This is an optimization exercise on Yosys and OpenROAD, whose aim is small area, not a production implementation.
The RTL was checked by simulation tests, not by an equivalence proof against the original design.
Power figures rest on the tool's default switching activity, not on a simulated workload.

==> flow/design.v <==
module hyi_framer #(
    parameter [7:0] HDR = 8'hAB,
    parameter       LEN = 52,
    parameter [7:0] FTR = 8'h56
) (
    input  wire             clk,
    input  wire             rst,
    input  wire             clear,
    input  wire             push,
    input  wire [7:0]       din,
    output wire             frame_ok,
    output wire             frame_bad,
    output wire [8*LEN-1:0] frame
);
    localparam LW = $clog2(LEN);
    reg  [8*(LEN-1)-1:0] sr;     
    reg  [LW-1:0]        len;
    wire full = (len == LEN-1);
    wire [8*LEN-1:0] cand = {din, sr};
    assign frame = cand;
    reg [7:0] sum;
    integer i;
    always @(*) begin
        sum = 8'd0;
        for (i = 0; i <= LEN-3; i = i + 1)
            sum = sum + cand[8*i +: 8];
    end
    wire sum_ok    = (sum == cand[8*(LEN-2) +: 8]);
    wire footer_ok = (din == FTR);
    assign frame_ok  = push && full && footer_ok && sum_ok;
    assign frame_bad = push && full && footer_ok && !sum_ok;
    reg [LW-1:0] k;
    reg          found;
    integer j;
    always @(*) begin
        k = {LW{1'b0}};
        found = 1'b0;
        for (j = LEN-1; j >= 1; j = j - 1)
            if (cand[8*j +: 8] == HDR) begin
                k = j[LW-1:0];
                found = 1'b1;
            end
    end
    always @(posedge clk) begin
        if (push)
            sr <= {din, sr[8*(LEN-1)-1:8]};
    end
    always @(posedge clk) begin
        if (rst || clear) begin
            len <= {LW{1'b0}};
        end else if (push) begin
            if (len == 0) begin
                if (din == HDR) len <= 1;
            end else if (!full) begin
                len <= len + 1'b1;
            end else if (!footer_ok && found) begin
                len <= LEN - k;
            end else begin
                len <= {LW{1'b0}};
            end
        end
    end
endmodule
module hyi_telemetry (
    input  wire        clk,
    input  wire        rst,             
    input  wire        ev_valid,
    input  wire [15:0] ev_word,
    input  wire [4:0]  rd_addr,         
    output reg  [31:0] rd_data,
    output reg  [1:0]  chst_av,
    output reg  [1:0]  chst_pl,
    output reg  [1:0]  chst_jg,
    output reg         tick_running,
    output reg  [7:0]  seq,
    output reg  [7:0]  err_av,
    output reg  [7:0]  err_pl,
    output reg  [7:0]  err_jg,
    output reg  [2:0]  n_connected,     
    output reg  [2:0]  n_disconnected,
    output reg  [2:0]  n_open_error,
    output reg  [2:0]  n_errcnt,
    output reg  [1:0]  n_decoded,       
    output reg         n_sent,
    output reg         n_send_error,
    output wire        tx_valid,
    output wire [7:0]  tx_byte
);
    localparam [7:0] TEAM_ID = 8'h2A;
    localparam [1:0] CLOSED = 2'd0, OPENING = 2'd1, OPEN = 2'd2, FAULTED = 2'd3;
    localparam [1:0] CH_AV = 2'd0, CH_PL = 2'd1, CH_JG = 2'd2;
    localparam [3:0] OP_RXB = 4'h1, OP_TICK = 4'h2, OP_CONN = 4'h3, OP_OPENOK = 4'h4,
                     OP_OPENERR = 4'h5, OP_PCLOSE = 4'h6, OP_DISC = 4'h7, OP_MALF = 4'h8;
    wire [3:0] op   = ev_word[15:12];
    wire [1:0] ch   = ev_word[11:10];
    wire [1:0] rsv  = ev_word[9:8];
    wire [7:0] data = ev_word[7:0];
    reg well_formed;
    always @(*) begin
        well_formed = 1'b0;
        if (rsv == 2'b00 && ch != 2'd3) begin
            case (op)
                OP_RXB:     well_formed = 1'b1;
                OP_TICK:    well_formed = (ch == CH_JG) && (data[7:1] == 7'd0);
                OP_CONN, OP_OPENOK, OP_OPENERR, OP_PCLOSE, OP_DISC:
                            well_formed = (data == 8'd0);
                OP_MALF:    well_formed = (ch == CH_AV) && (data == 8'd0);
                default:    well_formed = 1'b0;
            endcase
        end
    end
    wire ev = ev_valid && well_formed;
    wire is_rxb    = ev && op == OP_RXB;
    wire is_tick   = ev && op == OP_TICK;
    wire is_conn   = ev && op == OP_CONN;
    wire is_openok = ev && op == OP_OPENOK;
    wire is_openerr= ev && op == OP_OPENERR;
    wire is_pclose = ev && op == OP_PCLOSE;
    wire is_disc   = ev && op == OP_DISC;
    wire is_malf   = ev && op == OP_MALF;
    wire clr_av = (ch == CH_AV) && (is_conn || is_disc ||
                  (is_openok && chst_av == OPENING) || (is_pclose && chst_av == OPEN));
    wire clr_pl = (ch == CH_PL) && (is_conn || is_disc ||
                  (is_openok && chst_pl == OPENING) || (is_pclose && chst_pl == OPEN));
    wire push_av = is_rxb && ch == CH_AV && chst_av == OPEN;
    wire push_pl = is_rxb && ch == CH_PL && chst_pl == OPEN;
    wire           av_ok, av_bad, pl_ok, pl_bad;
    wire [52*8-1:0] av_frame;
    wire [27*8-1:0] pl_frame;
    hyi_framer #(.HDR(8'hAB), .LEN(52), .FTR(8'h56)) u_av (
        .clk(clk), .rst(rst), .clear(clr_av), .push(push_av), .din(data),
        .frame_ok(av_ok), .frame_bad(av_bad), .frame(av_frame));
    hyi_framer #(.HDR(8'hAA), .LEN(27), .FTR(8'h55)) u_pl (
        .clk(clk), .rst(rst), .clear(clr_pl), .push(push_pl), .din(data),
        .frame_ok(pl_ok), .frame_bad(pl_bad), .frame(pl_frame));
    reg [31:0] t_reg [0:18];
    integer s;
    always @(posedge clk) begin
        if (rst) begin
            for (s = 0; s <= 18; s = s + 1)
                t_reg[s] <= 32'd0;
        end else begin
            if (av_ok) begin
                for (s = 0; s <= 11; s = s + 1)
                    t_reg[s] <= av_frame[8*(1+4*s) +: 32];
                t_reg[12] <= {24'd0, av_frame[8*49 +: 8]};
            end
            if (pl_ok) begin
                for (s = 0; s <= 5; s = s + 1)
                    t_reg[13+s] <= pl_frame[8*(1+4*s) +: 32];
            end
        end
    end
    always @(*) begin
        if (rd_addr <= 5'd18)
            rd_data = t_reg[rd_addr];
        else
            rd_data = 32'd0;
    end
    reg [78*8-1:0] out_frame;
    reg [7:0]      out_sum;
    integer b;
    always @(*) begin
        out_frame = {78*8{1'b0}};
        out_frame[8*0 +: 8]  = 8'hFF;
        out_frame[8*1 +: 8]  = 8'hFF;
        out_frame[8*2 +: 8]  = 8'h54;
        out_frame[8*3 +: 8]  = 8'h52;
        out_frame[8*4 +: 8]  = TEAM_ID;
        out_frame[8*5 +: 8]  = seq;
        out_frame[8*6  +: 32] = t_reg[4];     
        out_frame[8*10 +: 32] = t_reg[2];     
        out_frame[8*14 +: 32] = t_reg[0];     
        out_frame[8*18 +: 32] = t_reg[1];     
        out_frame[8*22 +: 32] = t_reg[15];    
        out_frame[8*26 +: 32] = t_reg[13];    
        out_frame[8*30 +: 32] = t_reg[14];    
        out_frame[8*34 +: 32] = 32'd0;        
        out_frame[8*38 +: 32] = 32'd0;        
        out_frame[8*42 +: 32] = 32'd0;        
        out_frame[8*46 +: 32] = t_reg[8];     
        out_frame[8*50 +: 32] = t_reg[9];     
        out_frame[8*54 +: 32] = t_reg[10];    
        out_frame[8*58 +: 32] = t_reg[5];     
        out_frame[8*62 +: 32] = t_reg[6];     
        out_frame[8*66 +: 32] = t_reg[7];     
        out_frame[8*70 +: 32] = t_reg[11];    
        out_frame[8*74 +: 8]  = t_reg[12][7:0];
        out_sum = 8'd0;
        for (b = 4; b <= 74; b = b + 1)
            out_sum = out_sum + out_frame[8*b +: 8];
        out_frame[8*75 +: 8] = out_sum;
        out_frame[8*76 +: 8] = 8'h0D;
        out_frame[8*77 +: 8] = 8'h0A;
    end
    reg [78*8-1:0] tx_frame;
    reg [6:0]      tx_idx;
    reg            tx_active;
    wire do_tx = is_tick && tick_running && chst_jg == OPEN;
    always @(posedge clk) begin
        if (rst) begin
            tx_active <= 1'b0;
            tx_idx    <= 7'd0;
        end else if (do_tx) begin
            tx_frame  <= out_frame;
            tx_active <= 1'b1;
            tx_idx    <= 7'd0;
        end else if (tx_active) begin
            if (tx_idx == 7'd77) begin
                tx_active <= 1'b0;
                tx_idx    <= 7'd0;
            end else begin
                tx_idx <= tx_idx + 7'd1;
            end
        end
    end
    assign tx_valid = tx_active;
    assign tx_byte  = tx_active ? tx_frame[8*tx_idx +: 8] : 8'd0;
    function [1:0] next_state;
        input [1:0] st;
        input       conn, openok, openerr, pclose, disc;
        begin
            next_state = st;
            if (conn)
                next_state = OPENING;
            else if (disc)
                next_state = CLOSED;
            else if (openok && st == OPENING)
                next_state = OPEN;
            else if (openerr && st == OPENING)
                next_state = FAULTED;
            else if (pclose && st == OPEN)
                next_state = CLOSED;
        end
    endfunction
    wire sel_av = (ch == CH_AV);
    wire sel_pl = (ch == CH_PL);
    wire sel_jg = (ch == CH_JG);
    wire count_av = av_bad || is_malf;
    wire count_pl = pl_bad;
    wire count_jg = do_tx && !data[0];
    always @(posedge clk) begin
        if (rst) begin
            chst_av        <= CLOSED;
            chst_pl        <= CLOSED;
            chst_jg        <= CLOSED;
            tick_running   <= 1'b0;
            seq            <= 8'd0;
            err_av         <= 8'd0;
            err_pl         <= 8'd0;
            err_jg         <= 8'd0;
            n_connected    <= 3'd0;
            n_disconnected <= 3'd0;
            n_open_error   <= 3'd0;
            n_errcnt       <= 3'd0;
            n_decoded      <= 2'd0;
            n_sent         <= 1'b0;
            n_send_error   <= 1'b0;
        end else begin
            chst_av <= next_state(chst_av, is_conn && sel_av, is_openok && sel_av,
                                  is_openerr && sel_av, is_pclose && sel_av, is_disc && sel_av);
            chst_pl <= next_state(chst_pl, is_conn && sel_pl, is_openok && sel_pl,
                                  is_openerr && sel_pl, is_pclose && sel_pl, is_disc && sel_pl);
            chst_jg <= next_state(chst_jg, is_conn && sel_jg, is_openok && sel_jg,
                                  is_openerr && sel_jg, is_pclose && sel_jg, is_disc && sel_jg);
            if (sel_jg && (is_conn || is_disc || (is_pclose && chst_jg == OPEN)))
                tick_running <= 1'b0;
            else if (sel_jg && is_openok && chst_jg == OPENING)
                tick_running <= 1'b1;
            else if (is_tick && tick_running && chst_jg != OPEN)
                tick_running <= 1'b0;
            if (do_tx)
                seq <= seq + 8'd1;
            if (count_av && err_av != 8'hFF) err_av <= err_av + 8'd1;
            if (count_pl && err_pl != 8'hFF) err_pl <= err_pl + 8'd1;
            if (count_jg && err_jg != 8'hFF) err_jg <= err_jg + 8'd1;
            n_connected[0]    <= is_openok && sel_av && chst_av == OPENING;
            n_connected[1]    <= is_openok && sel_pl && chst_pl == OPENING;
            n_connected[2]    <= is_openok && sel_jg && chst_jg == OPENING;
            n_disconnected[0] <= sel_av && (is_disc || (is_pclose && chst_av == OPEN));
            n_disconnected[1] <= sel_pl && (is_disc || (is_pclose && chst_pl == OPEN));
            n_disconnected[2] <= sel_jg && (is_disc || (is_pclose && chst_jg == OPEN));
            n_open_error[0]   <= is_openerr && sel_av && chst_av == OPENING;
            n_open_error[1]   <= is_openerr && sel_pl && chst_pl == OPENING;
            n_open_error[2]   <= is_openerr && sel_jg && chst_jg == OPENING;
            n_errcnt          <= {count_jg, count_pl, count_av};
            n_decoded         <= {pl_ok, av_ok};
            n_sent            <= do_tx && data[0];
            n_send_error      <= do_tx && !data[0];
        end
    end
endmodule
==> flow/run.sh <==
#!/bin/bash
# synth_recipe.tcl (not shown) runs the flow's synth.tcl, then flattens the netlist and writes it again
# the make line also repeats each setting of config.mk as NAME=value (left out here)
make -C /OpenROAD-flow-scripts/flow DESIGN_CONFIG=/design/flow/config.mk WORK_HOME=/design/flow/orfs CLKGATE_MAP_FILE= SYNTH_SCRIPT=/design/flow/synth_recipe.tcl finish
==> flow/config.mk <==
export PLATFORM = sky130hd
export DESIGN_NAME = hyi_telemetry
export DESIGN_NICKNAME = hyi_telemetry
export VERILOG_FILES = /design/flow/design.v
export SDC_FILE = /design/flow/constraint.sdc
export NUM_CORES = 4
export LEC_CHECK = 0
export CAP_MARGIN = 20
export CORE_MARGIN = 2
export CORE_UTILIZATION = 25
export SLEW_MARGIN = 20
==> flow/constraint.sdc <==
create_clock -name core_clock -period 12.0 [get_ports {clk}]
set_input_delay 2.4000 -clock core_clock [delete_from_list [all_inputs] [get_ports {clk}]]
set_output_delay 2.4000 -clock core_clock [all_outputs]
set_load 0.01 [all_outputs]
==> results.yml <==
status:
  status: "timing/DRC/antenna clean"
yosys:
  synth_edf_count: 1088
  synth-main-ff-cell: "edfxtp_1"
  ys.warnings.count: 4
  synth_cells: 6845
  synth_cell_types: 74
  avgSynthCellArea_um2: 13.0
  async_flop_share_pct: 0
  syn_area_um2: 88800
  yosysSeqAreaShare_pct: 51.6
  ys_ff_latch: 1745
  syn-num-nets: 7754
finish:
  syn2layout_area_growth_pct: 15.9
  largest_register_ffs: 584
  fin_nets: 7903
  mostFrequentLayoutCells: "1088 x edfxtp_1, 800 x inv_1, 770 x fa_1, 653 x dfxtp_1, 519 x nor2_1"
  fillerInstances: 35800
  layout_commonest_cell: "edfxtp_1"
  stdcell_count: 11900
  design_area_um2: 103000
  layout-drive-gt1-share_pct: 8.56
timing:
  hold_viol: 0
  relSlewSlack_pct: 15.2
  rsz0062_at_grt: "false"
  final_max_slew_viol_count: 0
  tightest_slew_ns: 1.26
  post-route-period-util_pct: 82.5
  fin_tns_setup_ns: 0
  finClkSkew_ns: 0.0513
  fmax_ghz: 0.101
  setup_violations: 0
  fin_crit_ns: 9.90
clock_network:
  cts_tree: "yes"
  h-tree-depth: 4
  cts_sinks: 1745
  numCtsBuffers: 198
  cts_resized: 0
  holdBufCountCts: 0
  cts.reportedPaths.clkPinSlew_ns: 0.07
  post_cts_buffers: 0
  cts_root_buf: "clkbuf_16"
  insertion_delay_ns: 0.88
  max-clock-path-buffers: 3
drt:
  vias_per_cell: 4.96
  wl_per_cell_um: 31.5
  drcViolationCount: 0
  dr_total_vias: 59100
  antenna_left: 0
  dr.pass1.iters: 9
  totalWireLength_um: 376000
  drtIter0Drc: 7862
global_route:
  antenna_found_initial: 31
  track_usage_pct: 20.6
  grt-ovfl-total: 0
  grt_start_max_net_pins: 193
  grt_pass1_vias: 58800
  grt_pass1_wl_um: 506000
min_path:
  hp-start: "t_reg[17][7]"
  min_path_type: "reg2reg"
  hold_depth: 2
  min_delay_worst_endpoint: "t_reg[17][7]"
floorplanning:
  die_h_um: 600
  dieWidth_um: 600
  core_area_um2: 353000
  die_area_um2: 360000
  io_pins: 120
  initial_core_util_pct: 25.2
  rows: 218
setup_path:
  cp-startpoint: "u_av.sr[171]"
  critPathKind: "reg2reg"
  r2r_start: "u_av.sr[171]"
  r2r_cells: 24
  crit_required_ns: 12.71
  timing.critical_path.to_type: "flop"
  timing.rr.end: "t_reg[1][18]"
  crit_fanout: 56
  crit_arrival_ns: 10.61
  r2r_slack_ns: 2.10
  startpoint_type: "flop"
place:
  portBuffers: 119
  dpl_cell_area_um2: 96200
  dp_hpwl_um: 294000
  dp.cells: 11500
  globalplace.congestion: 1.03
pwr:
  ir_worst_vdd_uv: 159
  leakagePower_nw: 36.1
  power.density_nw_per_um2: 124
flow_run:
  cap_viol_max_count: 0
[where the power goes]
group / total, mW / internal (mW) / switching (mW)
clock network: 6.30 / 3.64 / 2.66
registers: 6.30 / 6.30 / 0.00000469
logic: 0.133 / 0.0239 / 0.109
[kinds of logic after synthesis]
| group | count (synthesis) | share of synthesized area [%] |
|---|---|---|
| AOI/OAI and AO/OA | 751 | 5.73 |
| xor gates and xnor gates | 306 | 3.13 |
| adders and majority gates | 885 | 19.0 |
| buffers and inverters | 1089 | 4.74 |
| DFF | 1745 | 51.6 |
| muxes | 570 | 7.81 |
| and+or+nand+nor | 1499 | 8.04 |
[final cells by class]
class                      count  area, um^2  area share [%]
sequential                  1745       45800            44.5
timing repair buffer         235        2250            2.19
antenna                       15        37.5          0.0365
multi-input combinational   4011       39200            38.1
inverter                     803        3020            2.93
clock buffer                 285        5650            5.49
clock inverter                92        1040            1.01
tap                         4730        5920            5.75
[synth_stat cells, types with 8 or more instances]
cell,count,area (um^2)
o22ai_1,22,138
clkbuf_1,206,773
buf_4,17,128
a221oi_1,72,631
nor4_1,10,62.6
a31oi_1,28,175
mux2i_1,464,4640
a21oi_1,279,1400
mux2_2,8,90.1
or3_1,8,50.1
and2_1,11,68.8
buf_1,22,82.6
mux4_2,98,2210
o221ai_1,8,70.1
dfxtp_1,657,13200
nor4bb_1,88,881
a22oi_1,110,826
and4_1,11,96.3
nand2_1,519,1950
ha_1,115,1440
inv_1,801,3010
nand4bb_1,8,90.1
nand2b_1,15,93.8
a21boi_0,11,82.6
nand4_1,82,513
nand3_1,51,255
a22o_1,58,508
a211oi_1,21,158
xor2_1,46,403
nor3_1,31,155
and3_1,20,125
o21ai_0,46,230
nor2b_1,62,388
edfxtp_1,1088,32700
fa_1,770,15400
or4_1,9,67.6
a21o_1,9,67.6
nor2_1,533,2000
a222oi_1,28,280
xnor2_1,253,2220
buf_2,40,200
[worst max path at each step]
stage | cells after the start | end | slack (ns)
final | 24 | t_reg[1][18] | 2.10
after global routing | 24 | t_reg[0][11] | 1.89
after CTS | 24 | t_reg[1][18] | 2.17
after detailed placement | 23 | t_reg[2][27] | 2.23
after global placement | 11 | rd_data[5] | 2.01
after floorplan | 5 | tx_frame[100] | 0.59
[stage by stage]
stage | utilization [%] | power, mW | setup slack [ns] | hold WS (ns)
floorplan | - | 6.48 | 0.586 | 0.429
global placement | 27.2 | 6.56 | 2.01 | 0.445
detailed placement | 27.2 | 6.56 | 2.23 | 0.449
CTS | 29.1 | 12.8 | 2.17 | 0.458
global route | 29.1 | 13.0 | 1.89 | 0.475
finish | 29.1 | 12.7 | 2.10 | 0.460
[critical path, cell delays in order, from the launching register on]
cell and delay, ns:
edfxtp_1 0.49, fa_1 0.57, inv_1 0.05, fa_1 0.55
fa_1 0.62, fa_1 0.46, fa_1 0.60, fa_1 0.73
fa_1 0.53, fa_1 0.49, fa_1 0.50, inv_1 0.06
ha_1 0.27, a21o_1 0.19, a21o_1 0.23, a21o_1 0.20
a21oi_1 0.52, xnor2_1 0.16, xnor3_1 0.50, nand4_1 0.21
nor2_4 0.27, buf_4 0.24, buf_4 0.78, mux2i_1 0.31
nor2_1 0.06
[routing by layer]
metal  share of wire (%)  vias to the layer above  wire [um]  global-route usage [%]
met3                  11                      534      40400                    5.64
li1                    -                    24000          -                       -
met2                  44                     3330     167000                    31.5
met4                 5.4                       16      20400                    9.82
met5               0.031                        -        115                       0
met1                  39                    31200     148000                    26.9

-- static timing again, ports no longer ideal --
In the flow no input, the clock included, has a driving cell. The finished layout below was timed again as built, in two steps.
Step 1 sets driving cells, clkbuf_16 on the clock port and buf_2 on the other inputs (assumed; they add their load-dependent delay and slew).
Step 2 adds t to the input delays and takes it off the output delays; t is the mean of the earliest and latest rising clock arrival at the registers after step 1. Input paths then give back, and output paths get back, about the clock's delay inside the block.
Slacks: no drivers / after step 1 / after step 2; pairs: no drivers / after step 1.
shift t [ns]: 0.932
setup WS [ns]: 2.102 / 2.102 / 2.102
hold slack, ns: 0.460 / 0.460 / 0.460
clock arrival spread, ns: 0.052 / 0.051
After both steps this run still meets setup and hold. For this run, drivers alone change the setup slack by 0.000 ns; drivers and shift together by 0.000 ns.
